This is an optimization exercise on Yosys and OpenROAD, whose aim is small area, a short achievable clock period and few clock cycles, not a production implementation. Only simulation tests tie the RTL to the original design; equivalence was not proved. Power is estimated from default activity; no workload was simulated.

==> trial 1 <==
## eclog_core
module eclog_core (
    input  wire        clk,
    input  wire        rst,
    input  wire        in_valid,
    input  wire [7:0]  in_data,
    output reg         in_ready,
    output reg         out_valid,
    output reg  [7:0]  out_data,
    input  wire        out_ready,
    output reg         mem_req,
    output reg         mem_we,
    output reg  [10:0] mem_addr,
    output reg  [7:0]  mem_wdata,
    input  wire        mem_ready,
    input  wire [7:0]  mem_rdata
);
    localparam [7:0] NL = 8'h0A;
    localparam [6:0] P_BOOT  = 7'd0;
    localparam [6:0] P_ENTRY = 7'd6;
    localparam [6:0] P_ADDR  = 7'd17;
    localparam [6:0] P_NOENT = 7'd37;
    localparam [6:0] P_INV   = 7'd65;
    localparam [6:0] P_FULL  = 7'd80;
    reg         e_msg;         
    reg         e_pay;         
    reg         e_hex;         
    reg         e_sel;         
    reg  [6:0]  ptr;
    reg  [5:0]  oslot;         
    reg  [5:0]  scan_slot;     
    reg         scan_done;     
    reg  [1:0]  sph;           
    reg  [15:0] crc;
    reg         wr_erase;
    reg         wr_probe;      
    reg         erased;        
    reg  [5:0]  cursor;
    reg         boot;          
    reg  [3:0]  lst;           
    reg         disp;          
    reg         rs;            
    reg         e_msg_n, e_pay_n, e_hex_n, e_sel_n;
    reg  [6:0]  ptr_n;
    reg  [5:0]  oslot_n;
    reg  [5:0]  scan_slot_n;
    reg         scan_done_n;
    reg  [1:0]  sph_n;
    reg  [15:0] crc_n;
    reg         wr_erase_n, wr_probe_n;
  ...
clock: 7.0 ns
lec_check: 0
abc_area: 1
cap_margin: 20
core_margin: 2
core_utilization: 60
place_density: 0.75
setup_slack_margin: 4.5
slew_margin: 20
standard.sh (not shown) runs the stock make flow with config.mk's settings and CLKGATE_MAP_FILE= SYNTH_SCRIPT=/design/flow/synth_recipe.tcl, a recipe that flattens the netlist after the stock synthesis.
==> flow/flow/run.sh <==
#!/bin/bash
# The standard layout (standard.sh, synthesis unchanged), with the
# input and output ports buffered by sky130_fd_sc_hd__buf_2 instead of the
# delay-cell buffer ORFS picks by default. make's full output goes to
# standard.log; ORFS keeps each step's log under orfs/logs/.
set -euo pipefail
export BUFFER_PORTS_ARGS="-buffer_cell sky130_fd_sc_hd__buf_2"
bash standard.sh > standard.log 2>&1
==> inputs of trial 38, as changes to trial 1 <==
--- a/flow/design.v
+++ b/flow/design.v
@@ -39,13 +39,12 @@
     reg  [5:0]  scan_slot;     
     reg         scan_done;     
     reg  [1:0]  sph;           
     reg  [15:0] crc;
     reg         wr_erase;
     reg         wr_probe;      
-    reg         erased;        
     reg  [5:0]  cursor;
     reg         boot;          
     reg  [3:0]  lst;           
     reg         disp;          
     reg         rs;            
     reg         e_msg_n, e_pay_n, e_hex_n, e_sel_n;
@@ -57,23 +56,40 @@
     reg  [15:0] crc_n;
     reg         wr_erase_n, wr_probe_n;
     reg  [5:0]  cursor_n;
     reg         boot_n;
     reg  [3:0]  lst_n;
     reg         disp_n;
-    reg         erased_n;
     reg         rs_n;
     reg         out_valid_n;
     reg  [7:0]  out_data_n;
     reg         mem_we_n;
     reg  [10:0] mem_addr_n;
     reg  [7:0]  mem_wdata_n;
     reg  [7:0]  rom_char;
     localparam integer ROM_LEN = 97;
-    localparam [8*ROM_LEN-1:0] ROM_TEXT = 776'h0A216C6C756620676F6C203A726F7272450A217475706E692064696C61766E490A21646E756F662073656972746E6520676F6C2064696C6176206F4E5830203A737365726464612079726F6D654D202E203A7972746E6520676F4C0A2E746F6F42;
-    always @* rom_char = ROM_TEXT[8*ptr +: 8];
+    localparam [5*ROM_LEN-1:0] ROM_CODES = 485'b00000010000110001100101010011000011001110111101100000111000110010011111001010010101110000001000101001010110000011100100100011001000100101100000011011001110110100000001000001000111010101011110011000011100110010101001100101010001110001010001100111011110110000011001000100101100000011011000011011111110111000010110001110001100111001100101100100010000100000010001111001100100111101101001011110000011010100001110001110011001010100011100010100011001110111111011000000101010100011110111100010;
+    wire [4:0]  rom_code = ROM_CODES[5*ptr +: 5];
+    always @* begin
+        case (rom_code)
+            5'd0: rom_char = 8'h0A;
+            5'd2: rom_char = 8'h42;
+            5'd3: rom_char = 8'h20;
+            5'd8: rom_char = 8'h21;
+            5'd10: rom_char = 8'h2E;
+            5'd11: rom_char = 8'h30;
+            5'd17: rom_char = 8'h3A;
+            5'd23: rom_char = 8'h45;
+            5'd24: rom_char = 8'h58;
+            5'd26: rom_char = 8'h49;
+            5'd27: rom_char = 8'h4C;
+            5'd28: rom_char = 8'h4D;
+            5'd29: rom_char = 8'h4E;
+            default: rom_char = {3'b011, rom_code};
+        endcase
+    end
     reg  [1:0]  rom_next;      
     always @* begin
         case (ptr)
             7'd5, 7'd64, 7'd79, 7'd96: rom_next = 2'd1;
             7'd16:                      rom_next = 2'd2;
             7'd36:                      rom_next = 2'd3;
@@ -108,14 +124,13 @@
                 3'd3: frame_byte = "t";
                 3'd4: frame_byte = 8'h00;
                 3'd5: frame_byte = 8'hBA;
                 default: frame_byte = 8'h1C;
             endcase
     end
-    wire [5:0]  er_next = {1'b0, mem_addr[10:6]} + 6'd1;
-    wire wr_last = wr_erase ? (wr_probe ? (er_next == cursor) : (mem_addr[10:6] == 5'd31))
+    wire wr_last = wr_erase ? (mem_addr[10:6] == 5'd31)
                             : (mem_addr[2:0] == {2'b11, wr_probe});
     localparam [3:0] L_EMPTY = 4'd0;
     localparam [3:0] L_ERASE = 4'd5;
     localparam [3:0] L_WRITE = 4'd10;
     localparam [3:0] L_READ  = 4'd14;
     localparam [3:0] L_BAD   = 4'd15;
@@ -163,14 +178,13 @@
     wire em_sel   = e_sel || go_sel;
     wire d_erase  = (lst == L_ERASE);
     wire d_write  = (lst == L_WRITE) && !cursor[5];
     wire d_full   = (lst == L_WRITE) && cursor[5];
     wire d_read   = (lst == L_READ);
     wire d_msg    = !(lst == L_EMPTY || lst == L_ERASE || lst == L_WRITE || lst == L_READ);
-    wire d_erase_wr = d_erase && !(erased && cursor == 6'd0);    
-    wire d_wr     = d_erase_wr || d_write;
+    wire d_wr     = d_erase || d_write;
     wire d_bump   = d_write && (cursor == scan_slot);    
     wire sel_entry = (oslot != scan_slot);         
     wire sel_go    = sel_entry || scan_done;
     wire hex_last  = (ptr[1:0] == 2'd0);
     wire [5:0] ss_inc = scan_slot + 6'd1;
     wire       ss_top = (scan_slot == 6'd31);
@@ -237,23 +251,24 @@
         if (mem_we) begin
             wr_erase_n  = wr_erase;
             wr_probe_n  = wr_probe;
             mem_wdata_n = (mr && !wr_erase) ? frame_byte : mem_wdata;
         end else begin
             wr_erase_n  = boot ? scan_slot[5] : d_erase;
-            wr_probe_n  = !boot && (!d_erase || erased);
+            wr_probe_n  = !boot;
             mem_wdata_n = (boot ? scan_slot[5] : d_erase) ? 8'h00 : boot ? "B" : "p";
         end
         if (boot_go)
             cursor_n = scan_slot[5] ? 6'd0 : scan_slot;
-        else if (mem_we && mr && wr_last)
-            cursor_n = wr_erase ? 6'd0 : cursor + 6'd1;
+        else if (disp && d_erase)
+            cursor_n = 6'd0;
+        else if (mem_we && mr && wr_last && !wr_erase)
+            cursor_n = cursor + 6'd1;
         else
             cursor_n = cursor;
         boot_n = boot && !scan_done;
-        erased_n = erased || (boot_go && scan_slot[5]) || (disp && d_erase);
         lst_n = take ? (is_nl ? lst : lst_adv) : disp ? L_EMPTY : lst;
         disp_n = take && is_nl;
         rs_n   = e_pay && ce && mr && rz;
         if (!ce)
             out_data_n = out_data;
         else if (em_msg)
@@ -316,13 +331,12 @@
             wr_erase  <= 1'b0;
             wr_probe  <= 1'b0;
             cursor    <= 6'd0;
             boot      <= 1'b1;
             lst       <= L_EMPTY;
             disp      <= 1'b0;
-            erased    <= 1'b0;
             rs        <= 1'b0;
             out_valid <= 1'b0;
             out_data  <= 8'h00;
             mem_we    <= 1'b0;
             mem_addr  <= 11'd0;
             mem_wdata <= 8'h00;
@@ -342,13 +356,12 @@
             wr_erase  <= wr_erase_n;
             wr_probe  <= wr_probe_n;
             cursor    <= cursor_n;
             boot      <= boot_n;
             lst       <= lst_n;
             disp      <= disp_n;
-            erased    <= erased_n;
             rs        <= rs_n;
             out_valid <= out_valid_n;
             out_data  <= out_data_n;
             mem_we    <= mem_we_n;
             mem_addr  <= mem_addr_n;
             mem_wdata <= mem_wdata_n;
ABC_AREA = 0   (was 1)
SETUP_SLACK_MARGIN = 4.3   (was 4.5)
==> inputs of build 6, as changes to trial 1 <==
--- a/flow/design.v
+++ b/flow/design.v
@@ -39,13 +39,12 @@
     reg  [5:0]  scan_slot;     
     reg         scan_done;     
     reg  [1:0]  sph;           
     reg  [15:0] crc;
     reg         wr_erase;
     reg         wr_probe;      
-    reg         erased;        
     reg  [5:0]  cursor;
     reg         boot;          
     reg  [3:0]  lst;           
     reg         disp;          
     reg         rs;            
     reg         e_msg_n, e_pay_n, e_hex_n, e_sel_n;
@@ -57,23 +56,40 @@
     reg  [15:0] crc_n;
     reg         wr_erase_n, wr_probe_n;
     reg  [5:0]  cursor_n;
     reg         boot_n;
     reg  [3:0]  lst_n;
     reg         disp_n;
-    reg         erased_n;
     reg         rs_n;
     reg         out_valid_n;
     reg  [7:0]  out_data_n;
     reg         mem_we_n;
     reg  [10:0] mem_addr_n;
     reg  [7:0]  mem_wdata_n;
     reg  [7:0]  rom_char;
     localparam integer ROM_LEN = 97;
-    localparam [8*ROM_LEN-1:0] ROM_TEXT = 776'h0A216C6C756620676F6C203A726F7272450A217475706E692064696C61766E490A21646E756F662073656972746E6520676F6C2064696C6176206F4E5830203A737365726464612079726F6D654D202E203A7972746E6520676F4C0A2E746F6F42;
-    always @* rom_char = ROM_TEXT[8*ptr +: 8];
+    localparam [5*ROM_LEN-1:0] ROM_CODES = 485'b00000010000110001100101010011000011001110111101100000111000110010011111001010010101110000001000101001010110000011100100100011001000100101100000011011001110110100000001000001000111010101011110011000011100110010101001100101010001110001010001100111011110110000011001000100101100000011011000011011111110111000010110001110001100111001100101100100010000100000010001111001100100111101101001011110000011010100001110001110011001010100011100010100011001110111111011000000101010100011110111100010;
+    wire [4:0]  rom_code = ROM_CODES[5*ptr +: 5];
+    always @* begin
+        case (rom_code)
+            5'd0: rom_char = 8'h0A;
+            5'd2: rom_char = 8'h42;
+            5'd3: rom_char = 8'h20;
+            5'd8: rom_char = 8'h21;
+            5'd10: rom_char = 8'h2E;
+            5'd11: rom_char = 8'h30;
+            5'd17: rom_char = 8'h3A;
+            5'd23: rom_char = 8'h45;
+            5'd24: rom_char = 8'h58;
+            5'd26: rom_char = 8'h49;
+            5'd27: rom_char = 8'h4C;
+            5'd28: rom_char = 8'h4D;
+            5'd29: rom_char = 8'h4E;
+            default: rom_char = {3'b011, rom_code};
+        endcase
+    end
     reg  [1:0]  rom_next;      
     always @* begin
         case (ptr)
             7'd5, 7'd64, 7'd79, 7'd96: rom_next = 2'd1;
             7'd16:                      rom_next = 2'd2;
             7'd36:                      rom_next = 2'd3;
@@ -108,14 +124,13 @@
                 3'd3: frame_byte = "t";
                 3'd4: frame_byte = 8'h00;
                 3'd5: frame_byte = 8'hBA;
                 default: frame_byte = 8'h1C;
             endcase
     end
-    wire [5:0]  er_next = {1'b0, mem_addr[10:6]} + 6'd1;
-    wire wr_last = wr_erase ? (wr_probe ? (er_next == cursor) : (mem_addr[10:6] == 5'd31))
+    wire wr_last = wr_erase ? (mem_addr[10:6] == 5'd31)
                             : (mem_addr[2:0] == {2'b11, wr_probe});
     localparam [3:0] L_EMPTY = 4'd0;
     localparam [3:0] L_ERASE = 4'd5;
     localparam [3:0] L_WRITE = 4'd10;
     localparam [3:0] L_READ  = 4'd14;
     localparam [3:0] L_BAD   = 4'd15;
@@ -163,14 +178,13 @@
     wire em_sel   = e_sel || go_sel;
     wire d_erase  = (lst == L_ERASE);
     wire d_write  = (lst == L_WRITE) && !cursor[5];
     wire d_full   = (lst == L_WRITE) && cursor[5];
     wire d_read   = (lst == L_READ);
     wire d_msg    = !(lst == L_EMPTY || lst == L_ERASE || lst == L_WRITE || lst == L_READ);
-    wire d_erase_wr = d_erase && !(erased && cursor == 6'd0);    
-    wire d_wr     = d_erase_wr || d_write;
+    wire d_wr     = d_erase || d_write;
     wire d_bump   = d_write && (cursor == scan_slot);    
     wire sel_entry = (oslot != scan_slot);         
     wire sel_go    = sel_entry || scan_done;
     wire hex_last  = (ptr[1:0] == 2'd0);
     wire [5:0] ss_inc = scan_slot + 6'd1;
     wire       ss_top = (scan_slot == 6'd31);
@@ -237,23 +251,24 @@
         if (mem_we) begin
             wr_erase_n  = wr_erase;
             wr_probe_n  = wr_probe;
             mem_wdata_n = (mr && !wr_erase) ? frame_byte : mem_wdata;
         end else begin
             wr_erase_n  = boot ? scan_slot[5] : d_erase;
-            wr_probe_n  = !boot && (!d_erase || erased);
+            wr_probe_n  = !boot;
             mem_wdata_n = (boot ? scan_slot[5] : d_erase) ? 8'h00 : boot ? "B" : "p";
         end
         if (boot_go)
             cursor_n = scan_slot[5] ? 6'd0 : scan_slot;
-        else if (mem_we && mr && wr_last)
-            cursor_n = wr_erase ? 6'd0 : cursor + 6'd1;
+        else if (disp && d_erase)
+            cursor_n = 6'd0;
+        else if (mem_we && mr && wr_last && !wr_erase)
+            cursor_n = cursor + 6'd1;
         else
             cursor_n = cursor;
         boot_n = boot && !scan_done;
-        erased_n = erased || (boot_go && scan_slot[5]) || (disp && d_erase);
         lst_n = take ? (is_nl ? lst : lst_adv) : disp ? L_EMPTY : lst;
         disp_n = take && is_nl;
         rs_n   = e_pay && ce && mr && rz;
         if (!ce)
             out_data_n = out_data;
         else if (em_msg)
@@ -316,13 +331,12 @@
             wr_erase  <= 1'b0;
             wr_probe  <= 1'b0;
             cursor    <= 6'd0;
             boot      <= 1'b1;
             lst       <= L_EMPTY;
             disp      <= 1'b0;
-            erased    <= 1'b0;
             rs        <= 1'b0;
             out_valid <= 1'b0;
             out_data  <= 8'h00;
             mem_we    <= 1'b0;
             mem_addr  <= 11'd0;
             mem_wdata <= 8'h00;
@@ -342,13 +356,12 @@
             wr_erase  <= wr_erase_n;
             wr_probe  <= wr_probe_n;
             cursor    <= cursor_n;
             boot      <= boot_n;
             lst       <= lst_n;
             disp      <= disp_n;
-            erased    <= erased_n;
             rs        <= rs_n;
             out_valid <= out_valid_n;
             out_data  <= out_data_n;
             mem_we    <= mem_we_n;
             mem_addr  <= mem_addr_n;
             mem_wdata <= mem_wdata_n;
CORE_UTILIZATION = 40   (was 60)
PLACE_DENSITY = not set   (was 0.75)
SETUP_SLACK_MARGIN = 4.3   (was 4.5)
==> inputs of trial 51, as changes to trial 1 <==
--- a/flow/design.v
+++ b/flow/design.v
@@ -39,13 +39,12 @@
     reg  [5:0]  scan_slot;     
     reg         scan_done;     
     reg  [1:0]  sph;           
     reg  [15:0] crc;
     reg         wr_erase;
     reg         wr_probe;      
-    reg         erased;        
     reg  [5:0]  cursor;
     reg         boot;          
     reg  [3:0]  lst;           
     reg         disp;          
     reg         rs;            
     reg         e_msg_n, e_pay_n, e_hex_n, e_sel_n;
@@ -57,23 +56,40 @@
     reg  [15:0] crc_n;
     reg         wr_erase_n, wr_probe_n;
     reg  [5:0]  cursor_n;
     reg         boot_n;
     reg  [3:0]  lst_n;
     reg         disp_n;
-    reg         erased_n;
     reg         rs_n;
     reg         out_valid_n;
     reg  [7:0]  out_data_n;
     reg         mem_we_n;
     reg  [10:0] mem_addr_n;
     reg  [7:0]  mem_wdata_n;
     reg  [7:0]  rom_char;
     localparam integer ROM_LEN = 97;
-    localparam [8*ROM_LEN-1:0] ROM_TEXT = 776'h0A216C6C756620676F6C203A726F7272450A217475706E692064696C61766E490A21646E756F662073656972746E6520676F6C2064696C6176206F4E5830203A737365726464612079726F6D654D202E203A7972746E6520676F4C0A2E746F6F42;
-    always @* rom_char = ROM_TEXT[8*ptr +: 8];
+    localparam [5*ROM_LEN-1:0] ROM_CODES = 485'b00000010000110001100101010011000011001110111101100000111000110010011111001010010101110000001000101001010110000011100100100011001000100101100000011011001110110100000001000001000111010101011110011000011100110010101001100101010001110001010001100111011110110000011001000100101100000011011000011011111110111000010110001110001100111001100101100100010000100000010001111001100100111101101001011110000011010100001110001110011001010100011100010100011001110111111011000000101010100011110111100010;
+    wire [4:0]  rom_code = ROM_CODES[5*ptr +: 5];
+    always @* begin
+        case (rom_code)
+            5'd0: rom_char = 8'h0A;
+            5'd2: rom_char = 8'h42;
+            5'd3: rom_char = 8'h20;
+            5'd8: rom_char = 8'h21;
+            5'd10: rom_char = 8'h2E;
+            5'd11: rom_char = 8'h30;
+            5'd17: rom_char = 8'h3A;
+            5'd23: rom_char = 8'h45;
+            5'd24: rom_char = 8'h58;
+            5'd26: rom_char = 8'h49;
+            5'd27: rom_char = 8'h4C;
+            5'd28: rom_char = 8'h4D;
+            5'd29: rom_char = 8'h4E;
+            default: rom_char = {3'b011, rom_code};
+        endcase
+    end
     reg  [1:0]  rom_next;      
     always @* begin
         case (ptr)
             7'd5, 7'd64, 7'd79, 7'd96: rom_next = 2'd1;
             7'd16:                      rom_next = 2'd2;
             7'd36:                      rom_next = 2'd3;
@@ -108,14 +124,13 @@
                 3'd3: frame_byte = "t";
                 3'd4: frame_byte = 8'h00;
                 3'd5: frame_byte = 8'hBA;
                 default: frame_byte = 8'h1C;
             endcase
     end
-    wire [5:0]  er_next = {1'b0, mem_addr[10:6]} + 6'd1;
-    wire wr_last = wr_erase ? (wr_probe ? (er_next == cursor) : (mem_addr[10:6] == 5'd31))
+    wire wr_last = wr_erase ? (mem_addr[10:6] == 5'd31)
                             : (mem_addr[2:0] == {2'b11, wr_probe});
     localparam [3:0] L_EMPTY = 4'd0;
     localparam [3:0] L_ERASE = 4'd5;
     localparam [3:0] L_WRITE = 4'd10;
     localparam [3:0] L_READ  = 4'd14;
     localparam [3:0] L_BAD   = 4'd15;
@@ -163,14 +178,13 @@
     wire em_sel   = e_sel || go_sel;
     wire d_erase  = (lst == L_ERASE);
     wire d_write  = (lst == L_WRITE) && !cursor[5];
     wire d_full   = (lst == L_WRITE) && cursor[5];
     wire d_read   = (lst == L_READ);
     wire d_msg    = !(lst == L_EMPTY || lst == L_ERASE || lst == L_WRITE || lst == L_READ);
-    wire d_erase_wr = d_erase && !(erased && cursor == 6'd0);    
-    wire d_wr     = d_erase_wr || d_write;
+    wire d_wr     = d_erase || d_write;
     wire d_bump   = d_write && (cursor == scan_slot);    
     wire sel_entry = (oslot != scan_slot);         
     wire sel_go    = sel_entry || scan_done;
     wire hex_last  = (ptr[1:0] == 2'd0);
     wire [5:0] ss_inc = scan_slot + 6'd1;
     wire       ss_top = (scan_slot == 6'd31);
@@ -237,23 +251,24 @@
         if (mem_we) begin
             wr_erase_n  = wr_erase;
             wr_probe_n  = wr_probe;
             mem_wdata_n = (mr && !wr_erase) ? frame_byte : mem_wdata;
         end else begin
             wr_erase_n  = boot ? scan_slot[5] : d_erase;
-            wr_probe_n  = !boot && (!d_erase || erased);
+            wr_probe_n  = !boot;
             mem_wdata_n = (boot ? scan_slot[5] : d_erase) ? 8'h00 : boot ? "B" : "p";
         end
         if (boot_go)
             cursor_n = scan_slot[5] ? 6'd0 : scan_slot;
-        else if (mem_we && mr && wr_last)
-            cursor_n = wr_erase ? 6'd0 : cursor + 6'd1;
+        else if (disp && d_erase)
+            cursor_n = 6'd0;
+        else if (mem_we && mr && wr_last && !wr_erase)
+            cursor_n = cursor + 6'd1;
         else
             cursor_n = cursor;
         boot_n = boot && !scan_done;
-        erased_n = erased || (boot_go && scan_slot[5]) || (disp && d_erase);
         lst_n = take ? (is_nl ? lst : lst_adv) : disp ? L_EMPTY : lst;
         disp_n = take && is_nl;
         rs_n   = e_pay && ce && mr && rz;
         if (!ce)
             out_data_n = out_data;
         else if (em_msg)
@@ -316,13 +331,12 @@
             wr_erase  <= 1'b0;
             wr_probe  <= 1'b0;
             cursor    <= 6'd0;
             boot      <= 1'b1;
             lst       <= L_EMPTY;
             disp      <= 1'b0;
-            erased    <= 1'b0;
             rs        <= 1'b0;
             out_valid <= 1'b0;
             out_data  <= 8'h00;
             mem_we    <= 1'b0;
             mem_addr  <= 11'd0;
             mem_wdata <= 8'h00;
@@ -342,13 +356,12 @@
             wr_erase  <= wr_erase_n;
             wr_probe  <= wr_probe_n;
             cursor    <= cursor_n;
             boot      <= boot_n;
             lst       <= lst_n;
             disp      <= disp_n;
-            erased    <= erased_n;
             rs        <= rs_n;
             out_valid <= out_valid_n;
             out_data  <= out_data_n;
             mem_we    <= mem_we_n;
             mem_addr  <= mem_addr_n;
             mem_wdata <= mem_wdata_n;
CORE_UTILIZATION = 70   (was 60)
PLACE_DENSITY = 0.85   (was 0.75)
SETUP_SLACK_MARGIN = 4.3   (was 4.5)
==> summary of the runs <==
Critical path depth: trial 38 < trial 1 < trial 51 < build 6. In build 6 the synthesized cell count is higher than in trial 38, by about 18%. Utilization, highest first: trial 51, trial 38, trial 1, build 6. Build 6 completed without violations. Trial 1 finished clean. Trial 38 completed without violations. Trial 51 produced a clean layout. The highest via count belongs to trial 51, the lowest to trial 38. First-iteration DRC count: build 6 < trial 1 < trial 51 < trial 38.
==> figures <==
item	build 6	trial 1	trial 38	trial 51
Gate count after technology mapping	1,202	1,242	1,018	1,202
Hold EP	mem_wdata[0]$_SDFFE_PP0P_	mem_wdata[7]$_SDFFE_PP0P_	out_data[7]$_SDFFE_PP0N_	mem_wdata[5]$_SDFFE_PP0P_
Reg2reg setup slack	4.36 ns	4.60 ns	4.24 ns	4.25 ns
Slew HR	0.5450	0.5942	0.3757	0.5577
Register Area	1777 um2	1803 um2	1778 um2	1782 um2
Run status	complete, no violations	complete, no violations	complete, no violations	complete, no violations
Seq pwr share	0.339	0.374	0.331	0.364
Net switching power of the design	0.6772 mW	0.6014 mW	0.7425 mW	0.6836 mW
Sw frac	0.3836	0.3683	0.3792	0.4171
Syn avg cell area	6.095 um2	6.189 um2	7.360 um2	6.095 um2
Clock-pin slew of the registers on the worst-case setup and hold paths	0.07 ns	0.07 ns	0.06 ns	0.10 ns
Testbench counts of trial 1, summed over its fixed seeds: cycles 44,568.
Testbench counts of trial 38, summed over its fixed seeds: cycles 45,479.
Testbench counts of build 6, summed over its fixed seeds: cycles 45,479.
Testbench counts of trial 51, summed over its fixed seeds: cycles 45,479.

[static timing again, ports no longer ideal]
How much do the figures lean on ideal ports? The routed layouts below were timed once more, with nothing changed but the port constraints. Step 1 assumes that a clkbuf_16 drives the clock port and a buf_2 every other input. Step 2, shift: input delay + t, output delay - t, t = (earliest + latest rising clock arrival at the registers) / 2. This alone moves slack from input paths to output paths. a / b / c = no drivers / after step 1 / after step 2; a / b = the first two.
run	t (ns)	setup slack, ns	pins driven straight from the clock port
trial 1	0.396	4.529 / 4.493 / 4.151	1
trial 38	0.394	4.135 / 4.130 / 3.737	1
build 6	0.395	4.359 / 4.359 / 4.003	1
trial 51	0.418	4.246 / 4.246 / 3.941	1
After both steps setup and hold are still met in every run listed. The setup slack of trial 38, which loses most, moves by -0.005 ns with the drivers and by -0.398 ns with both steps.
